Background: an optimization exercise with open tools, aiming at small area, a short achievable clock period and few clock cycles. Do not read the settings as production practice.
Where RTL was checked, it was by simulation tests only, not by an equivalence proof against the original.
For run 2, only the layout was checked, not whether the RTL still works.
Power figures rest on the tool's default switching activity, not on a simulated workload.

==> design.v <==
module shtp_rx (
    input  wire        clk,
    input  wire        rst,
    input  wire        in_valid,
    input  wire [7:0]  in_data,
    output wire        in_ready,
    output wire        pkt_done,
    input  wire [7:0]  rd_id,
    output reg         rd_valid,
    output reg  [1:0]  rd_acc,
    output reg  [63:0] rd_w,
    output reg  [98:0] rd_conf,
    output wire [5:0]  stat,
    output reg         flag_id,
    output reg  [7:0]  pid_major,
    output reg  [7:0]  pid_minor,
    output reg  [31:0] pid_part,
    output reg  [31:0] pid_build,
    output reg  [15:0] pid_patch,
    output reg         cmdresp_valid,
    output reg  [7:0]  cmdresp_cmd,
    output reg  [7:0]  cmdresp_status,
    output reg         cal_started,
    output reg         dcd_saved
);
    localparam QN = 46;
    localparam [3:0] S_STEPS = 4'd11, S_STAB = 4'd12, S_SHAKE = 4'd13,
                     S_ACT = 4'd14, S_NONE = 4'd15;
    function [3:0] rt_slot(input [7:0] id);
        case (id)
            8'h01: rt_slot = 4'd0;
            8'h02: rt_slot = 4'd1;
            8'h03: rt_slot = 4'd2;
            8'h04: rt_slot = 4'd3;
            8'h05: rt_slot = 4'd4;
            8'h06: rt_slot = 4'd5;
            8'h08: rt_slot = 4'd6;
            8'h09: rt_slot = 4'd7;
            8'h14: rt_slot = 4'd8;
            8'h15: rt_slot = 4'd9;
            8'h16: rt_slot = 4'd10;
            8'h11: rt_slot = 4'd11;
            8'h13: rt_slot = 4'd12;
            8'h19: rt_slot = 4'd13;
            8'h1E: rt_slot = 4'd14;
            default: rt_slot = 4'd15;
        endcase
    endfunction
    function [4:0] rt_lm1(input [7:0] id);
        case (id)
            8'h01, 8'h02, 8'h03, 8'h04, 8'h06: rt_lm1 = 5'd9;
            8'h05, 8'h09:                      rt_lm1 = 5'd13;
            8'h08, 8'h11:                      rt_lm1 = 5'd11;
            8'h13, 8'h19:                      rt_lm1 = 5'd5;
            8'h14, 8'h15, 8'h16, 8'h1E,
            8'hF1, 8'hF8:                      rt_lm1 = 5'd15;
            8'hFA, 8'hFB:                      rt_lm1 = 5'd4;
            8'hFC:                             rt_lm1 = 5'd16;
            default:                           rt_lm1 = 5'd0;
        endcase
    endfunction
    function is_v4(input [3:0] sl);
        is_v4 = (sl == 4'd4) || (sl == 4'd6) || (sl == 4'd7);
    endfunction
    reg [7:0] q [0:QN-1];
    reg [5:0] wp, rp, fs, cp;    
    reg       wph, rph, fsh, cph;    
    reg [10:0] tok0, tok1;       
    reg [1:0]  tcnt;
    wire tok_full  = tcnt[1];
    wire tok_valid = (tcnt != 2'd0);
    wire q_full = (wp == rp) && (wph != rph);
    localparam [1:0] A_HDR = 2'd0, A_PAY = 2'd1, A_SKIP = 2'd2;
    reg [1:0]  ast;
    reg [1:0]  hcnt;
    reg [7:0]  hb0;
    reg [14:0] rem;              
    reg        rem1;             
    reg        h_zero, h_big, h_err;
    reg [4:0]  ao;               
    reg [4:0]  alm1;             
    reg [3:0]  aslot;
    reg        acmd, apid, agetf;
    reg        afail, afail_tb, afail_ur;
    reg        astop, acmd6, anone;
    reg        acommit;          
    reg        adoom;            
    wire a_vec  = !acmd && !apid && !agetf && (aslot < 4'd11);
    wire a_v4   = a_vec && is_v4(aslot);
    reg  a_pat;
    always @(*) begin
        a_pat = 1'b0;
        if (ao == 5'd1)
            a_pat = !a_vec;
        else if (agetf)
            a_pat = 1'b0;
        else if (acmd)
            a_pat = (ao == 5'd2) || (ao == 5'd5);
        else if (apid)
            a_pat = (ao >= 5'd2) && (ao <= 5'd13);
        else if (a_vec)
            a_pat = (ao == 5'd2) || ((ao >= 5'd4) && (ao <= (a_v4 ? 5'd11 : 5'd9)));
        else case (aslot)
            S_STEPS: a_pat = (ao == 5'd8) || (ao == 5'd9);
            S_STAB, S_SHAKE: a_pat = (ao == 5'd4);
            S_ACT:   a_pat = (ao >= 5'd4) && (ao <= 5'd14);
            default: a_pat = 1'b0;
        endcase
    end
    wire a_live  = (ast == A_PAY) && !afail && !adoom && !astop && (ao != 5'd0);
    wire a_wpush = a_live && a_pat;        
    wire a_ends  = (ast == A_HDR) ? (hcnt == 2'd3 && (h_err || h_zero)) : rem1;
    assign in_ready = !(tok_full && a_ends) && !(q_full && a_wpush);
    wire acc = in_valid && in_ready;
    wire [4:0] id_lm1  = rt_lm1(in_data);
    wire       id_unk  = (id_lm1 == 5'd0);
    wire       id_trn  = !id_unk && (rem[6:0] <= {2'b00, id_lm1});
    wire       a_start = (ast == A_PAY) && !afail && (ao == 5'd0);
    wire       f_ur    = a_start && id_unk;
    wire       f_tb    = a_start && id_trn;
    wire [3:0] in_slot = rt_slot(in_data);
    wire [2:0] a_kind  = agetf ? 3'd1 : acmd ? 3'd2 : apid ? 3'd3 : anone ? 3'd4 : 3'd0;
    wire [7:0] code    = {1'b0, a_kind, agetf ? in_slot : aslot};
    wire [7:0] vcode   = {2'b10, in_data[1:0], aslot};
    wire       push    = acc && a_wpush;
    wire [7:0] pdata   = (ao == 5'd1) ? code : (a_vec && ao == 5'd2) ? vcode : in_data;
    wire       a_last  = a_start && !id_unk && (rem[6:0] == {2'b00, id_lm1} + 7'd1);
    wire [6:0] a_left  = rem[6:0] - {2'b00, id_lm1} - 7'd1;
    wire       a_dm    = a_start && !id_unk && !id_trn && (a_left != 7'd0) && (a_left <= 7'd4);
    wire       last_pay = rem1;
    wire       wp_wrap  = (wp == QN - 1);
    wire [6:0] wp_inc   = wp_wrap ? {~wph, 6'd0} : {wph, wp + 6'd1};
    wire [6:0] wp_next  = push ? wp_inc : {wph, wp};
    reg        tpush;
    reg [10:0] tnew;
    always @(*) begin
        tpush = 1'b0;
        tnew  = {wp_next, 4'b0000};
        if (acc) begin
            case (ast)
                A_HDR: if (hcnt == 2'd3 && (h_err || h_zero)) begin
                    tpush = 1'b1;
                    tnew[0] = h_err;
                end
                A_PAY: if (last_pay) begin
                    tpush = 1'b1;
                    if (afail || f_ur || f_tb)
                        tnew[10:4] = {fsh, fs};
                    tnew[2] = afail_tb || f_tb;
                    tnew[1] = afail_ur || f_ur;
                end
                A_SKIP: if (last_pay) begin
                    tpush = 1'b1;
                    tnew[3] = 1'b1;
                end
                default: ;
            endcase
        end
    end
    wire       b_fin = tok_valid && ({rph, rp} == tok0[10:4]);
    wire       b_pop = !b_fin && ({rph, rp} != {cph, cp});
    reg [7:0]  e;                
    reg        f_v;              
    reg        f_fin;            
    reg [3:0]  f_st;             
    wire       b_go = f_v;
    reg        bdat;             
    reg [3:0]  bidx, blast;
    reg [3:0]  bslot;
    reg        bcmd, bpid, bskip;
    reg [10:0] page10;
    assign pkt_done = f_fin;
    reg st_mh, st_tb, st_urid, st_mr, st_csf, st_ovf;
    wire [3:0] fst = f_fin ? f_st : 4'b0000;
    assign stat = {st_ovf | fst[3], st_csf, st_mr, st_urid | fst[1], st_tb | fst[2], st_mh | fst[0]};
    reg [14:0] lr_valid;
    reg [15:0] vw0 [0:10];
    reg [15:0] vw1 [0:10];
    reg [15:0] vw2 [0:10];
    reg [15:0] vw3 [0:2];        
    reg [1:0]  vacc [0:10];
    reg [15:0] steps_count;
    reg [2:0]  stab_cls;
    reg        shake_det;
    reg [3:0]  act_ml;
    reg [10:0] act_conf [0:8];
    wire [3:0] c_slot = e[3:0];
    wire       c_vec  = e[7];
    wire       c_getf = !e[7] && e[6:4] == 3'd1;
    wire       c_cmd  = !e[7] && e[6:4] == 3'd2;
    wire       c_pid  = !e[7] && e[6:4] == 3'd3;
    wire       c_none = !e[7] && e[6:4] == 3'd4;
    reg [3:0] c_last;
    always @(*) begin
        if (c_cmd)                c_last = 4'd1;
        else if (c_pid)           c_last = 4'd11;
        else if (c_vec)           c_last = is_v4(c_slot) ? 4'd7 : 4'd5;
        else case (c_slot)
            S_STEPS: c_last = 4'd1;
            S_ACT:   c_last = 4'd10;
            default: c_last = 4'd0;
        endcase
    end
    wire       b_code = b_go && !bdat;
    wire       b_data = b_go && bdat;
    wire       zero   = b_code && c_getf;
    wire       b_vec  = !bcmd && !bpid && (bslot < 4'd11);
    wire [10:0] conf_new = page10 + {3'b000, e};
    integer i;
    always @(posedge clk) begin
        if (rst) begin
            ast    <= A_HDR;
            hcnt   <= 2'd0;
            wp     <= 6'd0;  wph <= 1'b0;
            rp     <= 6'd0;  rph <= 1'b0;
            fs     <= 6'd0;  fsh <= 1'b0;
            cp     <= 6'd0;  cph <= 1'b0;
            tcnt   <= 2'd0;
            bdat   <= 1'b0;
            f_v    <= 1'b0;
            f_fin  <= 1'b0;
            st_mh  <= 1'b0;
            st_tb  <= 1'b0;
            st_urid <= 1'b0;
            st_mr  <= 1'b0;
            st_csf <= 1'b0;
            st_ovf <= 1'b0;
            lr_valid <= 15'd0;
            flag_id  <= 1'b0;
            cmdresp_valid <= 1'b0;
            cal_started   <= 1'b0;
            dcd_saved     <= 1'b0;
        end else begin
            if (acc) begin
                case (ast)
                    A_HDR: begin
                        hcnt <= hcnt + 2'd1;
                        case (hcnt)
                            2'd0: hb0 <= in_data;
                            2'd1: begin
                                rem    <= {in_data[6:0], hb0} - 15'd4;
                                rem1   <= ({in_data[6:0], hb0} == 15'd5);
                                h_zero <= ({in_data[6:0], hb0} <= 15'd4);
                                h_big  <= ({in_data[6:0], hb0} > 15'd68);
                            end
                            2'd2: h_err <= (in_data > 8'd5);
                            default: begin
                                if (!h_err && !h_zero)
                                    ast <= h_big ? A_SKIP : A_PAY;
                                ao    <= 5'd0;
                                fs    <= wp;
                                fsh   <= wph;
                                afail <= 1'b0;
                                afail_tb <= 1'b0;
                                afail_ur <= 1'b0;
                                astop <= 1'b0;
                                acommit <= 1'b0;
                                adoom <= 1'b0;
                            end
                        endcase
                    end
                    A_PAY: begin
                        rem  <= rem - 15'd1;
                        rem1 <= (rem == 15'd2);
                        if (last_pay)
                            ast <= A_HDR;
                        if (a_start) begin
                            if (f_ur || f_tb) begin
                                afail    <= 1'b1;
                                afail_ur <= f_ur;
                                afail_tb <= f_tb;
                                wp  <= fs;
                                wph <= fsh;
                            end
                            ao    <= 5'd1;
                            alm1  <= id_lm1;
                            aslot <= rt_slot(in_data);
                            acmd  <= (in_data == 8'hF1);
                            apid  <= (in_data == 8'hF8);
                            agetf <= (in_data == 8'hFC);
                            anone <= (in_data == 8'hFA || in_data == 8'hFB);
                        end else if (!afail) begin
                            ao <= (ao == alm1) ? 5'd0 : ao + 5'd1;
                            if (acmd && ao == 5'd2)
                                acmd6 <= (in_data == 8'h06);
                            if (acmd && ao == 5'd5 && acmd6 && in_data != 8'h00)
                                astop <= 1'b1;
                        end
                        if (push) begin
                            q[wp] <= pdata;
                            {wph, wp} <= wp_inc;
                            if (acommit)
                                {cph, cp} <= wp_inc;
                        end
                        if (a_last) begin
                            acommit <= 1'b1;
                            {cph, cp} <= {wph, wp};
                        end
                        if (a_dm) begin
                            adoom <= 1'b1;
                            wp  <= fs;
                            wph <= fsh;
                        end
                    end
                    A_SKIP: begin
                        rem  <= rem - 15'd1;
                        rem1 <= (rem == 15'd2);
                        if (last_pay)
                            ast <= A_HDR;
                    end
                    default: ast <= A_HDR;
                endcase
                if (tpush)
                    hcnt <= 2'd0;
            end
            if (b_fin)
                tok0 <= tcnt[1] ? tok1 : tnew;
            else if (tcnt == 2'd0)
                tok0 <= tnew;
            if (!tcnt[1])
                tok1 <= tnew;
            if (tpush && !b_fin)
                tcnt <= tcnt + 2'd1;
            else if (b_fin && !tpush)
                tcnt <= tcnt - 2'd1;
            f_v   <= b_pop;
            f_fin <= b_fin;
            if (f_fin) begin
                if (f_st[0]) st_mh   <= 1'b1;
                if (f_st[1]) st_urid <= 1'b1;
                if (f_st[2]) st_tb   <= 1'b1;
                if (f_st[3]) st_ovf  <= 1'b1;
            end
            if (b_pop) begin
                if (rp == QN - 1) begin
                    rp  <= 6'd0;
                    rph <= ~rph;
                end else
                    rp <= rp + 6'd1;
            end
            if (b_code) begin
                bslot <= c_slot;
                bcmd  <= c_cmd;
                bpid  <= c_pid;
                blast <= c_last;
                bidx  <= 4'd0;
                bskip <= 1'b0;
                bdat  <= !c_getf && !c_none;
                if (c_none || (c_getf && c_slot == S_NONE))
                    st_urid <= 1'b1;
                if (c_cmd)
                    cmdresp_valid <= 1'b1;
                else if (c_pid)
                    flag_id <= 1'b1;
                else if (!c_none && c_slot != S_NONE && (c_getf || c_vec || (c_slot != S_STAB && c_slot != S_ACT)))
                    lr_valid[c_slot] <= 1'b1;
            end
            if (b_data) begin
                bidx <= bidx + 4'd1;
                if (bidx == blast)
                    bdat <= 1'b0;
                if (bcmd) begin
                    if (bidx == 4'd0)
                        cmdresp_cmd <= e;
                    else begin
                        cmdresp_status <= e;
                        if (cmdresp_cmd == 8'h07 && e == 8'h00)
                            cal_started <= 1'b1;
                        if (cmdresp_cmd == 8'h06) begin
                            if (e == 8'h00) dcd_saved <= 1'b1;
                            else            st_csf <= 1'b1;
                        end
                    end
                end else if (bpid) begin
                    case (bidx)
                        4'd0:  pid_major <= e;
                        4'd1:  pid_minor <= e;
                        4'd2:  pid_part[7:0]    <= e;
                        4'd3:  pid_part[15:8]   <= e;
                        4'd4:  pid_part[23:16]  <= e;
                        4'd5:  pid_part[31:24]  <= e;
                        4'd6:  pid_build[7:0]   <= e;
                        4'd7:  pid_build[15:8]  <= e;
                        4'd8:  pid_build[23:16] <= e;
                        4'd9:  pid_build[31:24] <= e;
                        4'd10: pid_patch[7:0]   <= e;
                        default: pid_patch[15:8] <= e;
                    endcase
                end else if (bslot == S_STAB) begin
                    if (e > 8'd4)
                        st_mr <= 1'b1;
                    else begin
                        lr_valid[S_STAB] <= 1'b1;
                        stab_cls <= e[2:0];
                    end
                end else if (bslot == S_ACT) begin
                    if (bidx == 4'd0)
                        page10 <= {1'b0, e[6:0], 3'b000} + {3'b000, e[6:0], 1'b0};
                    else if (bidx == 4'd1) begin
                        if (e > 8'd8) begin
                            st_mr <= 1'b1;
                            bskip <= 1'b1;
                        end else begin
                            lr_valid[S_ACT] <= 1'b1;
                            act_ml <= e[3:0];
                        end
                    end
                end
            end
        end
        e    <= q[rp];
        f_st <= tok0[3:0];
        for (i = 0; i < 11; i = i + 1) begin
            if (zero && c_slot == i) begin   
                vacc[i] <= 2'b00;
                vw0[i]  <= 16'h0000;
                vw1[i]  <= 16'h0000;
                vw2[i]  <= 16'h0000;
            end else if (b_code && c_vec && c_slot == i) begin
                vacc[i] <= e[5:4];
            end else if (b_data && b_vec && bslot == i) begin
                case (bidx)
                    4'd0: vw0[i][7:0]  <= e;
                    4'd1: vw0[i][15:8] <= e;
                    4'd2: vw1[i][7:0]  <= e;
                    4'd3: vw1[i][15:8] <= e;
                    4'd4: vw2[i][7:0]  <= e;
                    4'd5: vw2[i][15:8] <= e;
                    default: ;
                endcase
            end
        end
        if (zero && c_slot == 4'd4) vw3[0] <= 16'h0000;
        else if (b_data && b_vec && bslot == 4'd4 && bidx == 4'd6) vw3[0][7:0]  <= e;
        else if (b_data && b_vec && bslot == 4'd4 && bidx == 4'd7) vw3[0][15:8] <= e;
        if (zero && c_slot == 4'd6) vw3[1] <= 16'h0000;
        else if (b_data && b_vec && bslot == 4'd6 && bidx == 4'd6) vw3[1][7:0]  <= e;
        else if (b_data && b_vec && bslot == 4'd6 && bidx == 4'd7) vw3[1][15:8] <= e;
        if (zero && c_slot == 4'd7) vw3[2] <= 16'h0000;
        else if (b_data && b_vec && bslot == 4'd7 && bidx == 4'd6) vw3[2][7:0]  <= e;
        else if (b_data && b_vec && bslot == 4'd7 && bidx == 4'd7) vw3[2][15:8] <= e;
        if (zero && c_slot == S_STEPS) steps_count <= 16'h0000;
        else if (b_data && !bcmd && !bpid && bslot == S_STEPS) begin
            if (bidx == 4'd0) steps_count[7:0]  <= e;
            else              steps_count[15:8] <= e;
        end
        if (zero && c_slot == S_STAB) stab_cls <= 3'd0;
        if (zero && c_slot == S_SHAKE) shake_det <= 1'b0;
        else if (b_data && !bcmd && !bpid && bslot == S_SHAKE) shake_det <= (e[2:0] != 3'd0);
        if (zero && c_slot == S_ACT) begin
            act_ml <= 4'd0;
            for (i = 0; i < 9; i = i + 1)
                act_conf[i] <= 11'h7FF;
        end else if (b_data && !bcmd && !bpid && bslot == S_ACT && !bskip) begin
            for (i = 0; i < 9; i = i + 1)
                if (bidx == i + 2)
                    act_conf[i] <= conf_new;
        end
    end
    wire        rd_hz = (rd_id[7:5] == 3'b000);
    wire [14:0] rd_hit;
    assign rd_hit[0]  = rd_hz && rd_id[4:0] == 5'h01;
    assign rd_hit[1]  = rd_hz && rd_id[4:0] == 5'h02;
    assign rd_hit[2]  = rd_hz && rd_id[4:0] == 5'h03;
    assign rd_hit[3]  = rd_hz && rd_id[4:0] == 5'h04;
    assign rd_hit[4]  = rd_hz && rd_id[4:0] == 5'h05;
    assign rd_hit[5]  = rd_hz && rd_id[4:0] == 5'h06;
    assign rd_hit[6]  = rd_hz && rd_id[4:0] == 5'h08;
    assign rd_hit[7]  = rd_hz && rd_id[4:0] == 5'h09;
    assign rd_hit[8]  = rd_hz && rd_id[4:0] == 5'h14;
    assign rd_hit[9]  = rd_hz && rd_id[4:0] == 5'h15;
    assign rd_hit[10] = rd_hz && rd_id[4:0] == 5'h16;
    assign rd_hit[11] = rd_hz && rd_id[4:0] == 5'h11;
    assign rd_hit[12] = rd_hz && rd_id[4:0] == 5'h13;
    assign rd_hit[13] = rd_hz && rd_id[4:0] == 5'h19;
    assign rd_hit[14] = rd_hz && rd_id[4:0] == 5'h1E;
    wire [14:0] rd_sel = rd_hit & lr_valid;
    always @(*) begin
        rd_valid = |rd_sel;
        rd_acc   = 2'b00;
        rd_w     = 64'd0;
        rd_conf  = 99'd0;
        for (i = 0; i < 11; i = i + 1) begin
            rd_acc     = rd_acc     | ({2{rd_sel[i]}}  & vacc[i]);
            rd_w[47:0] = rd_w[47:0] | ({48{rd_sel[i]}} & {vw2[i], vw1[i], vw0[i]});
        end
        rd_w[63:48] = ({16{rd_sel[4]}} & vw3[0]) | ({16{rd_sel[6]}} & vw3[1]) |
                      ({16{rd_sel[7]}} & vw3[2]);
        rd_w[15:0]  = rd_w[15:0] | ({16{rd_sel[S_STEPS]}} & steps_count)
                                 | ({16{rd_sel[S_STAB]}}  & {13'd0, stab_cls})
                                 | ({16{rd_sel[S_SHAKE]}} & {15'd0, shake_det})
                                 | ({16{rd_sel[S_ACT]}}   & {12'd0, act_ml});
        for (i = 0; i < 9; i = i + 1)
            rd_conf[11*i +: 11] = {11{rd_sel[S_ACT]}} & act_conf[i];
    end
endmodule
==> flow/run.sh <==
#!/bin/bash
# Standard layout (the standard flow's own synthesis and ORFS steps), with the resizer free
# to change a cell's footprint and the port buffers made from buf_4 cells.
set -euo pipefail
bash standard.sh MATCH_CELL_FOOTPRINT=0 "BUFFER_PORTS_ARGS=-buffer_cell sky130_fd_sc_hd__buf_4" finish > orfs_make.log 2>&1
==> standard.sh <==
#!/bin/bash
# synth_recipe.tcl (not shown) runs the flow's synth.tcl, then flattens the netlist and writes it again
# the make line also repeats each setting of config.mk as NAME=value (left out here)
make -C /OpenROAD-flow-scripts/flow DESIGN_CONFIG=/design/flow/config.mk WORK_HOME=/design/flow/orfs CLKGATE_MAP_FILE= SYNTH_SCRIPT=/design/flow/synth_recipe.tcl "${@:-finish}"
==> config.mk <==
export PLATFORM = sky130hd
export DESIGN_NAME = shtp_rx
export DESIGN_NICKNAME = shtp_rx
export VERILOG_FILES = /design/flow/design.v
export SDC_FILE = /design/flow/constraint.sdc
export NUM_CORES = 4
export LEC_CHECK = 0
export CAP_MARGIN = 20
export CORE_MARGIN = 2
export CORE_UTILIZATION = 65
export CTS_BUF_LIST = sky130_fd_sc_hd__clkbuf_8
export CTS_CLUSTER_DIAMETER = 45
export CTS_CLUSTER_SIZE = 20
export PLACE_DENSITY = 0.72
export SETUP_SLACK_MARGIN = 3.8
export SLEW_MARGIN = 20
export TNS_END_PERCENT = 0
==> constraint.sdc <==
create_clock -name core_clock -period 8.0 [get_ports {clk}]
set_input_delay 1.6000 -clock core_clock [delete_from_list [all_inputs] [get_ports {clk}]]
set_output_delay 1.6000 -clock core_clock [all_outputs]
set_load 0.01 [all_outputs]
==> run_results.csv, run 1 <==
group,metric,value,unit
final_layout,fillerInstances,6286,
pwr,p_comb_share,14.3,%
timing,period_share,66.8,%
final_layout,mostFrequentLayoutCells,"nand2_1, dfxtp_1, edfxtp_1",
routing,totalWireLength,178000,µm
die,core.rowCount,109,
pwr,p_per_area,234,nW/µm²
routing,via_count,45600,
worst_setup_path,end_kind,"output port",
timing,max_slew.worst_pin.slew,1.20,ns
placement,gp_congestion,0.907,
synthesis,synth_nets,5574,
worst_setup_path,cp_max_fo,6,
final_layout,layout_commonest_cell,"nand2_1",
min_path,hp-class,"reg -> reg",
timing,fmax,187,MHz
die,boundaryPins,309,
routing,route.detailed.drc,0,
worst_setup_path,startpoint,"rd_id[5]",
die,core,88100,µm²
grt,grt_pass1_vias,42900,
pwr,power,0.0152,W
pwr,p_seq_share,53.0,%
timing,finalSetupViolCount,0,
pwr,p_sw,0.00450,W
timing,maxSlewViolCount,0,
synthesis,ys_ff_latch,1374,
pwr,p_leak,23.1,nW
die,start_util,65.4,%
min_path,min-delay-start,"tok0[1]",
timing,min_period,5.34,ns
clocking,root_buffer,"clkbuf_8",
synthesis,yosysWarnings,7,
routing,via_per_inst,6.58,
timing,fin_skew,0.0422,ns
grt,grt_max_degree,91,
pwr,switching_share,29.6,%
placement,dpl.hpwl,102000,µm
worst_setup_path,rr_endpoint,"q[17][2]",
worst_setup_path,r2r_start,"agetf",
timing,slew_headroom,19.3,%
min_path,worstHoldEndpoint,"f_st[1]",
synthesis,syn-cell-area,57600,µm²
min_path,worstHoldPathCells,0,
synthesis,synthFlopType,"dfxtp_1",
routing,drt_iter0_markers,6915,
grt,grt.total_usage,38.5,%
clocking,cts_max_level,4,
placement,port-buffer-count,308,
synthesis,avgSynthCellArea,10.5,µm²
synthesis,ys_types,83,
clocking,cts.sinks,1374,
final_layout,area_growth,12.9,%
synthesis,syn_inst,5491,
timing,hold_viol,0,
synthesis,async_reset_ff_share,0,%
worst_setup_path,crit_required,6.40,ns
worst_setup_path,criticalPathCategory,"in -> out",
synthesis,synth_edf_count,579,
die,die_width,302,µm
worst_setup_path,cp-start-kind,"input pin",
worst_setup_path,ff2ff_setup_slack,3.06,ns
timing,finalSetupTns,0,ns
clocking,cts_buffers,142,
worst_setup_path,arrival,3.74,ns
grt,antenna_found_initial,9,
routing,wl_per_cell,25.6,µm
grt,grt_first_pass_wirelength,265000,µm
run_status,status,"finished clean",
clocking,cts_buffer_depth,3,
worst_setup_path,r2r_cells,11,
clocking,insertion_delay,0.87,ns
die,die-area,91100,µm²
clocking,cts_tree,"built",
grt,gr-total-overflow,0,
final_layout,layout.nets,5732,
die,die_h,302,µm
pwr,power.share.clock,32.6,%
clocking,path_clk_slew,0.08,ns
pwr,ir_drop,223,µV
routing,antenna_left,0,
timing,rsz0062_at_grt,"true",
final_layout,drive_gt1_share,16.4,%
synthesis,ys_seq_area_share,57.8,%
pwr,internal_power,0.0107,W
run,maxCapViolations,0,
routing,dr.pass1.iters,9,
## power by group through the flow
stage | clock network, W | logic, W | registers (W)
2_1_floorplan | 0 | 0.00163 | 0.00790
3_3_place_gp | 0 | 0.00209 | 0.00821
3_5_place_dp | 0 | 0.00213 | 0.00821
4_1_cts | 0.00499 | 0.00215 | 0.00806
5_1_grt | 0.00526 | 0.00231 | 0.00810
6_report | 0.00496 | 0.00218 | 0.00807
## cell families (layout without fill, tap and decap cells)
| logic type | after synthesis | count (layout) | synth area share, % |
|---|---|---|---|
| compound gates | 1059 | 1059 | 12.0 |
| xor+xnor | 92 | 92 | 1.40 |
| fa+ha+maj | 64 | 64 | 1.43 |
| buf+inv | 513 | 770 | 3.37 |
| flops | 1374 | 1374 | 57.8 |
| mux | 301 | 301 | 7.63 |
| other cells | 0 | 7 | 0 |
| simple gates | 2088 | 2098 | 16.4 |
## metal layers
layer	track usage, %	vias to the layer above	wire (µm)
met5	0	-	34
met1	50.6	21900	66600
met3	8.29	582	18900
met2	60.5	2775	82700
li1	-	20300	-
met4	20.3	6	9330
## registers in the layout, summed over array words and instances (netlist names), 10 cells and up
signal       flops
vw3             48
vw0            176
act_conf        99
vw2            176
tok0            11
rem             15
page10          10
vacc            22
tok1            11
pid_part        32
pid_build       32
steps_count     16
q              368
lr_valid        15
pid_patch       16
vw1            176
## layout make-up
type,count,area (µm²),share of cell area [%]
Inverter,67,251,0.387
Multi-Input combinational cell,3614,23100,35.5
Tap cell,1165,1460,2.24
Clock inverter,100,1040,1.60
Timing Repair Buffer,450,3740,5.75
Sequential cell,1374,33300,51.3
Antenna cell,7,17.5,0.0269
Clock buffer,153,2110,3.24
## how the worst max path moves through the flow
stage | to | slack [ns] | depth (start not counted)
after floorplan | wp[4] | 3.20 | 17
after global placement | rd_w[8] | 1.80 | 9
after detailed placement | rd_w[8] | 1.76 | 9
final | rd_w[0] | 2.66 | 9
after global routing | rd_acc[1] | 2.69 | 10
after CTS | rd_w[28] | 2.85 | 11
## stage by stage
step / cell area, µm² / std cells / hold WS, ns / util, % / setup WS [ns]
2_1_floorplan: 57800 / 5491 / 0.323 / - / 3.20
4_1_cts: 64900 / 6914 / 0.347 / 73.6 / 2.85
3_3_place_gp: 60700 / 6602 / 0.328 / 68.9 / 1.80
6_report: 65000 / 6930 / 0.342 / 73.8 / 2.66
3_5_place_dp: 60700 / 6602 / 0.330 / 68.9 / 1.76
5_1_grt: 65000 / 6929 / 0.356 / 73.8 / 2.69
## Yosys cell counts (28+ instances only)
master | number | area, µm²
o211ai_1 | 78 | 586
xnor2_1 | 54 | 473
nor3_1 | 67 | 335
ha_1 | 61 | 763
o21ai_0 | 104 | 521
a22oi_1 | 48 | 360
nand2_1 | 797 | 2990
inv_1 | 65 | 244
nand3_1 | 482 | 2410
and3_1 | 43 | 269
edfxtp_1 | 579 | 17400
buf_1 | 55 | 206
a221oi_1 | 48 | 420
dfxtp_1 | 795 | 15900
mux2i_1 | 183 | 1830
a21oi_1 | 526 | 2630
a222oi_1 | 143 | 1430
xor2_1 | 38 | 333
nor2b_1 | 28 | 175
clkbuf_1 | 383 | 1440
nor2_1 | 422 | 1580
mux4_2 | 110 | 2480
and2_1 | 118 | 738
## worst max-delay path, stage by stage
cell and delay [ns]:
buf_8 0.11, nor3_4 0.30, nor4bb_4 0.38, buf_4 0.21, and3_4 0.35, clkbuf_16 0.25, a22oi_1 0.08, nand4_1 0.26
buf_4 0.19
## timing repair
| action | 4_1_cts | 5_1_grt |
|---|---|---|
| pin swaps | 42 | 5 |
| setup endpoints to repair | 582 | 574 |
| hold buffers | 0 | 0 |
| gates cloned | 14 | 0 |
| gates resized for setup | 90 | 2 |
| setup buffers | 45 | 5 |
Testbench counts, summed over its fixed seeds: cycles 54,952.
==> run 2: changes to the inputs <==
--- a/design.v
+++ b/design.v
@@ -459,38 +459,44 @@
     end
     wire        rd_hz = (rd_id[7:5] == 3'b000);
     wire [14:0] rd_hit;
-    assign rd_hit[0]  = rd_hz && rd_id[4:0] == 5'h01;
-    assign rd_hit[1]  = rd_hz && rd_id[4:0] == 5'h02;
-    assign rd_hit[2]  = rd_hz && rd_id[4:0] == 5'h03;
-    assign rd_hit[3]  = rd_hz && rd_id[4:0] == 5'h04;
-    assign rd_hit[4]  = rd_hz && rd_id[4:0] == 5'h05;
-    assign rd_hit[5]  = rd_hz && rd_id[4:0] == 5'h06;
-    assign rd_hit[6]  = rd_hz && rd_id[4:0] == 5'h08;
-    assign rd_hit[7]  = rd_hz && rd_id[4:0] == 5'h09;
-    assign rd_hit[8]  = rd_hz && rd_id[4:0] == 5'h14;
-    assign rd_hit[9]  = rd_hz && rd_id[4:0] == 5'h15;
-    assign rd_hit[10] = rd_hz && rd_id[4:0] == 5'h16;
-    assign rd_hit[11] = rd_hz && rd_id[4:0] == 5'h11;
-    assign rd_hit[12] = rd_hz && rd_id[4:0] == 5'h13;
-    assign rd_hit[13] = rd_hz && rd_id[4:0] == 5'h19;
-    assign rd_hit[14] = rd_hz && rd_id[4:0] == 5'h1E;
+    assign rd_hit[0]  = rd_id[4:0] == 5'h01;
+    assign rd_hit[1]  = rd_id[4:0] == 5'h02;
+    assign rd_hit[2]  = rd_id[4:0] == 5'h03;
+    assign rd_hit[3]  = rd_id[4:0] == 5'h04;
+    assign rd_hit[4]  = rd_id[4:0] == 5'h05;
+    assign rd_hit[5]  = rd_id[4:0] == 5'h06;
+    assign rd_hit[6]  = rd_id[4:0] == 5'h08;
+    assign rd_hit[7]  = rd_id[4:0] == 5'h09;
+    assign rd_hit[8]  = rd_id[4:0] == 5'h14;
+    assign rd_hit[9]  = rd_id[4:0] == 5'h15;
+    assign rd_hit[10] = rd_id[4:0] == 5'h16;
+    assign rd_hit[11] = rd_id[4:0] == 5'h11;
+    assign rd_hit[12] = rd_id[4:0] == 5'h13;
+    assign rd_hit[13] = rd_id[4:0] == 5'h19;
+    assign rd_hit[14] = rd_id[4:0] == 5'h1E;
     wire [14:0] rd_sel = rd_hit & lr_valid;
+    reg [1:0]  r_acc;
+    reg [63:0] r_w;
+    reg [98:0] r_conf;
     always @(*) begin
-        rd_valid = |rd_sel;
-        rd_acc   = 2'b00;
-        rd_w     = 64'd0;
-        rd_conf  = 99'd0;
+        r_acc  = 2'b00;
+        r_w    = 64'd0;
+        r_conf = 99'd0;
         for (i = 0; i < 11; i = i + 1) begin
-            rd_acc     = rd_acc     | ({2{rd_sel[i]}}  & vacc[i]);
-            rd_w[47:0] = rd_w[47:0] | ({48{rd_sel[i]}} & {vw2[i], vw1[i], vw0[i]});
+            r_acc     = r_acc     | ({2{rd_sel[i]}}  & vacc[i]);
+            r_w[47:0] = r_w[47:0] | ({48{rd_sel[i]}} & {vw2[i], vw1[i], vw0[i]});
         end
-        rd_w[63:48] = ({16{rd_sel[4]}} & vw3[0]) | ({16{rd_sel[6]}} & vw3[1]) |
-                      ({16{rd_sel[7]}} & vw3[2]);
-        rd_w[15:0]  = rd_w[15:0] | ({16{rd_sel[S_STEPS]}} & steps_count)
-                                 | ({16{rd_sel[S_STAB]}}  & {13'd0, stab_cls})
-                                 | ({16{rd_sel[S_SHAKE]}} & {15'd0, shake_det})
-                                 | ({16{rd_sel[S_ACT]}}   & {12'd0, act_ml});
+        r_w[63:48] = ({16{rd_sel[4]}} & vw3[0]) | ({16{rd_sel[6]}} & vw3[1]) |
+                     ({16{rd_sel[7]}} & vw3[2]);
+        r_w[15:0]  = r_w[15:0] | ({16{rd_sel[S_STEPS]}} & steps_count)
+                               | ({16{rd_sel[S_STAB]}}  & {13'd0, stab_cls})
+                               | ({16{rd_sel[S_SHAKE]}} & {15'd0, shake_det})
+                               | ({16{rd_sel[S_ACT]}}   & {12'd0, act_ml});
         for (i = 0; i < 9; i = i + 1)
-            rd_conf[11*i +: 11] = {11{rd_sel[S_ACT]}} & act_conf[i];
+            r_conf[11*i +: 11] = {11{rd_sel[S_ACT]}} & act_conf[i];
+        rd_valid = rd_hz & (|rd_sel);
+        rd_acc   = {2{rd_hz}}  & r_acc;
+        rd_w     = {64{rd_hz}} & r_w;
+        rd_conf  = {99{rd_hz}} & r_conf;
     end
 endmodule
==> config.mk (replaced) <==
export PLATFORM = sky130hd
export DESIGN_NAME = shtp_rx
export DESIGN_NICKNAME = shtp_rx
export VERILOG_FILES = /design/flow/design.v
export SDC_FILE = /design/flow/constraint.sdc
export NUM_CORES = 4
export LEC_CHECK = 0
export CAP_MARGIN = 20
export CORE_MARGIN = 2
export CORE_UTILIZATION = 62
export CTS_BUF_LIST = sky130_fd_sc_hd__clkbuf_8
export CTS_CLUSTER_DIAMETER = 50
export CTS_CLUSTER_SIZE = 24
export PLACE_DENSITY = 0.7
export SETUP_SLACK_MARGIN = 3.6
export SLEW_MARGIN = 20
export TNS_END_PERCENT = 0
==> run 2 against run 1 <==
  * Synthesized cell count is 1.9% higher
  * Flip-flop and latch count did not move
  * Sequential power is 2% higher
  * Still clean on timing, DRC and antenna
  * Non-clock buffer count is 42 higher
  * Fmax increased by 2.5%
  * Critical endpoint is now rd_w[26]
  * Cell area rose by 1.8%
  * Critical path depth increased by 2
  * Worst setup slack better by 0.13 ns
==> run_results.csv, run 2 <==
group,metric,value,unit
synthesis,syn-cell-area,58200,µm²
die,core.rowCount,112,
pwr,p_per_area,234,nW/µm²
timing,maxSlewViolCount,0,
clocking,cts.sinks,1374,
synthesis,ys_ff_latch,1374,
grt,top_usage_layer,"met2",
grt,use_met2,58.1,%
timing,max_slew.worst_pin.slew,1.19,ns
grt,antenna_found_initial,3,
clocking,cts_buffer_depth,3,
timing,finalSetupTns,0,ns
routing,route.detailed.drc,0,
pwr,p_leak,22.6,nW
grt,grt.total_usage,37.9,%
synthesis,synth-xor-area-share,1.26,%
synthesis,synth_edf_count,579,
synthesis,synth-compound-area-share,15.0,%
worst_setup_path,r2r_cells,11,
synthesis,ys_seq_area_share,57.3,%
pwr,internal_power,0.0106,W
timing,timing.hold.ws,0.340,ns
timing,hold_viol,0,
clocking,root_buffer,"clkbuf_8",
synthesis,synth_most_common_cell,"dfxtp_1",
pwr,switching_share,31.4,%
grt,gr-total-overflow,0,
worst_setup_path,cp-start-kind,"input pin",
synthesis,avgSynthCellArea,10.4,µm²
synthesis,synth_top_family_by_area,"compound AO/OA/AOI/OAI gates",
worst_setup_path,criticalPathCategory,"in -> out",
routing,antenna_left,0,
grt,grt_pass1_vias,43300,
timing,fin_skew,0.0538,ns
synthesis,synthFlopType,"dfxtp_1",
timing,rsz0062_at_grt,"true",
min_path,worstHoldPathCells,0,
clocking,path_clk_slew,0.08,ns
pwr,p_comb_share,15.4,%
synthesis,yosys.area.top_type,"edfxtp_1",
timing,min_period,5.21,ns
placement,port-buffer-count,308,
synthesis,synthSimpleGateAreaFrac,14.7,%
final_layout,area_growth,13.8,%
worst_setup_path,end_kind,"output port",
final_layout,largest_reg_flops,368,
final_layout,mostFrequentLayoutCells,"dfxtp_1, nand2_1, edfxtp_1",
placement,gp_congestion,0.905,
final_layout,layout.nets,5861,
synthesis,yosys-top-cells-count,"dfxtp_1, nand2_1, a21oi_1",
clocking,cts_max_level,4,
clocking,cts_buffers,135,
worst_setup_path,crit_required,6.40,ns
synthesis,synth_top_cell_area_share,29.9,%
final_layout,drive_gt1_share,17.3,%
timing,slew_headroom,19.7,%
run,maxCapViolations,0,
synthesis,yosysWarnings,7,
placement,dpl.hpwl,109000,µm
synthesis,muxShareOfSynthArea,6.99,%
die,core,93200,µm²
pwr,power.share.clock,31.7,%
grt,use_met1,51.8,%
synthesis,synthTopCellsByArea,"edfxtp_1, dfxtp_1, a21oi_1",
final_layout,regMostFlops,"q",
die,boundaryPins,309,
routing,wl_per_cell,26.0,µm
grt,grt_first_pass_wirelength,274000,µm
grt,grt_max_degree,75,
grt,met3_usage,7.05,%
synthesis,ys_types,93,
synthesis,async_reset_ff_share,0,%
worst_setup_path,arrival,3.61,ns
synthesis,synth_nets,5678,
final_layout,layout_commonest_cell,"dfxtp_1",
pwr,ir_drop,291,µV
routing,via_count,47000,
routing,dr.pass1.iters,9,
worst_setup_path,cp_max_fo,7,
timing,period_share,65.2,%
routing,drt_iter0_markers,7215,
die,die-area,96300,µm²
clocking,cts_tree,"built",
run_status,status,"finished clean",
synthesis,synth_fa_ha_area_share,1.42,%
die,die_h,310,µm
clocking,insertion_delay,0.89,ns
routing,totalWireLength,186000,µm
timing,fmax,192,MHz
die,start_util,62.4,%
pwr,p_sw,0.00487,W
min_path,hp-class,"reg -> reg",
synthesis,syn_inst,5595,
routing,via_per_inst,6.57,
die,die_width,310,µm
pwr,p_seq_share,52.9,%
timing,finalSetupViolCount,0,
==> run 2: cell types whose count changed after synthesis, moves of 15 or more <==
cell	change
nor2_1	-28
nand3_1	-173
a22oi_1	+84
a21oi_1	+64
buf_2	+26
a31oi_1	+15
a222oi_1	-91
nand2_1	-24
and3_1	+26
mux2i_1	-36
o21ai_0	+216
nor3_1	-20
a22o_1	+46
==> run 2: per-stage QoR <==
step	util, %	setup slack [ns]	instance area [µm²]	std cells	power, W
finish	71.1	2.79	66200	7152	0.0155
global route	71.0	2.84	66200	7149	0.0160
CTS	70.3	2.91	65500	7112	0.0154
detailed placement	65.8	2.08	61300	6793	0.0106
global placement	65.8	2.11	61300	6793	0.0106
floorplan	-	2.87	58200	5595	0.00965
==> run 2: layout make-up <==
class,count,area [µm²]
Clock buffer,144,1980
Multi-Input combinational cell,3718,23800
Clock inverter,108,1110
Sequential cell,1374,33300
Fill cell,6862,27000
Antenna cell,5,12.5
Inverter,57,226
Tap cell,1254,1570
Timing Repair Buffer,492,4210
==> run 2: kinds of logic after synthesis <==
| group | Yosys count |
|---|---|
| AND/OR/NAND/NOR | 1875 |
| XOR/XNOR | 84 |
| flip-flops | 1374 |
| AO/OA/AOI/OAI | 1417 |
| buffers and inverters | 514 |
| multiplexers | 267 |
| adder cells (fa/ha/maj) | 64 |
==> run 2: critical path: stages <==
cell and delay, ns:
buf_12 0.09, nand2b_4 0.14, nor3_4 0.05, buf_4 0.14, and3b_4 0.21, buf_8 0.13
buf_12 0.13, buf_6 0.11, a222oi_1 0.63, a21oi_2 0.18, buf_4 0.19
==> run 2: routing by layer <==
| metal | routed length (µm) | up-vias |
|---|---|---|
| met4 | 9840 | 0 |
| li1 | - | 20800 |
| met3 | 19600 | 522 |
| met2 | 84800 | 2886 |
| met1 | 72000 | 22800 |
| met5 | 0 | - |
==> run 2: power by group through the flow <==
stage,Sequential (W),Clock [W],Combinational (W)
3_3_place_gp,0.00834,0,0.00225
3_5_place_dp,0.00835,0,0.00228
2_1_floorplan,0.00799,0,0.00166
5_1_grt,0.00824,0.00520,0.00252
6_report,0.00821,0.00491,0.00239
4_1_cts,0.00819,0.00493,0.00231
==> run 2: path summary, 6_finish.rpt <==
| path | slack (ns) | endpoint | startpoint |
|---|---|---|---|
| worst min register to register | 0.34 | f_st[2] | tok0[2] |
| worst max register to register | 3.59 | q[22][2] | agetf |
| worst max-delay path | 2.79 | rd_w[26] | rd_id[2] |
| worst min-delay path | 0.34 | f_st[2] | tok0[2] |
==> run 2: what timing repair did <==
| item | CTS | global route |
|---|---|---|
| setup buffers | 55 | 26 |
| hold buffers | 0 | 0 |
| gates resized for setup | 112 | 59 |
| pin swaps | 21 | 23 |
| setup endpoints to repair | 508 | 460 |
| endpoints found under the hold margin | 0 | 0 |
| cloned | 12 | 5 |

[port drivers added, routing unchanged]
In the flow no input, the clock included, has a driving cell. The finished layouts below were timed again as built, in two steps.
Step 1 sets driving cells, clkbuf_16 on the clock port and buf_2 on the other inputs (assumed; they add their load-dependent delay and slew).
Step 2 times the ports against the registers' clock, not the clock port: input delays grow and output delays shrink by t, the midpoint of the rising clock arrivals with the driver on.
Three values: ideal ports, drivers, drivers and shift; two values: the first two.
run | t, ns | setup WS [ns] | worst setup path after step 2 | worst register clock-pin slew, ns
run 1 | 0.907 | 2.657 / 2.604 / 2.293 | input to register | 0.11 / 0.11
run 2 | 0.931 | 2.787 / 2.652 / 2.252 | input to register | 0.12 / 0.12
After both steps setup and hold are still met in every run listed. The setup slack of run 2, which loses most, moves by -0.135 ns with the drivers and by -0.535 ns with both steps.
